Source: an optimization exercise on an open RTL-to-GDS flow (aim: small area and a short achievable clock period). Production flows keep margins and buffers that such runs may drop. In this exercise RTL edits were held to simulation tests only and were not proved equivalent to the original. Power is estimated from default activity; no workload was simulated.

// minifloat_pipe
module minifloat_pipe (
    input  wire        clk,
    input  wire        rst,
    input  wire        in_valid,
    input  wire [4:0]  op,
    input  wire [31:0] a,
    input  wire [31:0] b,
    output wire [31:0] y,
    output reg  [1:0]  st,
    output reg         out_valid
);
Size in the first run: ~720 cells after synthesis, roughly 110 I/O pins, about 6000 um^2 of cells after synthesis.
==> flow/config.mk <==
export PLATFORM = sky130hd
export DESIGN_NAME = minifloat_pipe
export DESIGN_NICKNAME = minifloat_pipe
export VERILOG_FILES = /design/flow/design.v
export SDC_FILE = /design/flow/constraint.sdc
export NUM_CORES = 4
export LEC_CHECK = 0
export CAP_MARGIN = 20
export CORE_MARGIN = 2
export CORE_UTILIZATION = 50
export CTS_BUF_LIST = sky130_fd_sc_hd__clkbuf_8
export SLEW_MARGIN = 20
==> flow/constraint.sdc <==
create_clock -name core_clock -period 15.0 [get_ports {clk}]
set_input_delay 3.0000 -clock core_clock [delete_from_list [all_inputs] [get_ports {clk}]]
set_output_delay 3.0000 -clock core_clock [all_outputs]
set_load 0.01 [all_outputs]
standard.sh (not shown) runs the stock make flow with config.mk's settings and CLKGATE_MAP_FILE= SYNTH_SCRIPT=/design/flow/synth_recipe.tcl, a recipe that flattens the netlist after the stock synthesis.
==> flow/flow/run.sh <==
#!/bin/bash
set -euo pipefail
export BUFFER_PORTS_ARGS="-buffer_cell sky130_fd_sc_hd__buf_1"
bash standard.sh SETUP_SLACK_MARGIN=11.2 finish > standard.log 2>&1
The first run ran to the end with no violations.
Edit:
==> flow/flow/run.sh (replaced) <==
#!/bin/bash
set -euo pipefail
export BUFFER_PORTS_ARGS="-buffer_cell sky130_fd_sc_hd__buf_1"
bash standard.sh SETUP_SLACK_MARGIN=11 finish > standard.log 2>&1
--- a/flow/config.mk
+++ b/flow/config.mk
@@ -9,4 +9,3 @@
 export CORE_MARGIN = 2
-export CORE_UTILIZATION = 50
-export CTS_BUF_LIST = sky130_fd_sc_hd__clkbuf_8
+export CORE_UTILIZATION = 40
 export SLEW_MARGIN = 20
What happened:
- The new run finished clean
- non-clock buffer count is lower by 12
- via count shrinks by 0.43%
- synthesized cell count stays the same
- wire length decreases by 5.0%
- die area went up by 24%
- global-route usage fell by 5.8 points
- setup slack loses 0.079 ns
- clock power went up by 45%
- power goes up by 7.7%
- maximum frequency is lower by 2.0%
Edit:
--- a/flow/config.mk
+++ b/flow/config.mk
@@ -10,2 +10,3 @@
 export CORE_UTILIZATION = 40
+export CTS_BUF_LIST = sky130_fd_sc_hd__clkbuf_8
 export SLEW_MARGIN = 20
The new run produced a clean layout.
Clock-buffer cell count shrinks by 1.
Combinational power grows by a few percent.
Register-to-register slack loses 0.04 ns.
Die area is unchanged.
Cell count grows slightly.
Global-route usage shrinks by 0.23 points.


== build 29 ==
Another version of the RTL of minifloat_pipe (not shown whole).
For scale: ~700 cells after synthesis, roughly 92 flip-flops, about 110 I/O pins, ~6100 um^2 of cells after synthesis.
==> flow/config.mk <==
export PLATFORM = sky130hd
export DESIGN_NAME = minifloat_pipe
export DESIGN_NICKNAME = minifloat_pipe
export VERILOG_FILES = /design/flow/design.v
export SDC_FILE = /design/flow/constraint.sdc
export NUM_CORES = 4
export LEC_CHECK = 0
export CAP_MARGIN = 20
export CORE_MARGIN = 2
export CORE_UTILIZATION = 40
export CTS_BUF_LIST = sky130_fd_sc_hd__clkbuf_8
export SLEW_MARGIN = 20
==> flow/constraint.sdc <==
create_clock -name core_clock -period 15.0 [get_ports {clk}]
set_input_delay 3.0000 -clock core_clock [delete_from_list [all_inputs] [get_ports {clk}]]
set_output_delay 3.0000 -clock core_clock [all_outputs]
set_load 0.01 [all_outputs]
==> flow/flow/run.sh <==
#!/bin/bash
set -euo pipefail
export BUFFER_PORTS_ARGS="-buffer_cell sky130_fd_sc_hd__buf_2"
bash standard.sh SETUP_SLACK_MARGIN=11 finish > standard.log 2>&1
Every stage of the flow completed for build 29, and the final layout passed the timing, DRC and antenna checks.
Input-level comparison between build 32 and build 29:
Settings: CORE_UTILIZATION: 40 -> 65.
==> flow/flow/run.sh <==
#!/bin/bash
set -euo pipefail
export BUFFER_PORTS_ARGS="-buffer_cell sky130_fd_sc_hd__buf_1"
bash standard.sh SETUP_SLACK_MARGIN=11 finish > standard.log 2>&1
==> notes.md <==
Global-route wire length before repair, build 32 vs build 29: down by a few percent. Build 32 can be clocked slower than build 29. Build 32: cell area is 110 um^2 lower than what build 29 reported. Comparing build 32 and build 29, the higher via count of the first global-routing pass was measured on build 32. [compare] base=build 29 new=build 32: starting density of the core now larger, total power consumption of the routed design grew by about 0.8%.
Input-level comparison between build 85 and build 32:
Settings: clearing CTS_BUF_LIST, which used to be sky130_fd_sc_hd__clkbuf_8.
==> flow/flow/run.sh <==
#!/bin/bash
set -euo pipefail
export BUFFER_PORTS_ARGS="-buffer_cell sky130_fd_sc_hd__buf_2"
bash standard.sh SETUP_SLACK_MARGIN=11 finish > standard.log 2>&1
### Flow results
Between build 32 and build 85, slew at the pin closest to its max-slew limit increased.
Build 32 vs build 85, end point of the critical path: x_q[6] vs d_q[2]
Build 32 → build 85: power decreased about 2%, sequential share of layout area lost 0.23 points, via-per-instance ratio fell by 0.71%, cell area went up 0.78%.
Build 85 gives less number of global-route vias before repair than build 32 did.
For the number of fillers in the final layout, build 85 came in 4 lower than build 32 did.

## static timing again, ports no longer ideal
The results above use ideal ports. As a check the final layouts listed here were re-extracted and re-timed, cells and wires unchanged. Step 1 sets driving cells, clkbuf_16 on the clock port and buf_2 on the other inputs (assumed; they add their load-dependent delay and slew). Step 2 adds t to the input delays and takes it off the output delays; t is the mean of the earliest and latest rising clock arrival at the registers after step 1. Input paths then give back, and output paths get back, about the clock's delay inside the block. Slacks: no drivers / after step 1 / after step 2; pairs: no drivers / after step 1.
run | t (ns) | setup WS [ns] | worst setup path after step 2
the first run of note 1 | 0.412 | 11.148 / 11.110 / 10.724 | input to register
the second run of note 1 | 0.389 | 11.069 / 11.083 / 10.695 | input to register
the third run of note 1 | 0.408 | 11.067 / 11.078 / 10.671 | input to register
build 29 | 0.400 | 11.082 / 11.091 / 10.690 | input to register
build 32 | 0.399 | 10.996 / 10.996 / 10.624 | input to register
build 85 | 0.398 | 11.066 / 11.067 / 10.669 | input to register
After both steps setup and hold are still met in every run listed. The setup slack of the first run of note 1, which loses most, moves by -0.038 ns with the drivers and by -0.424 ns with both steps.
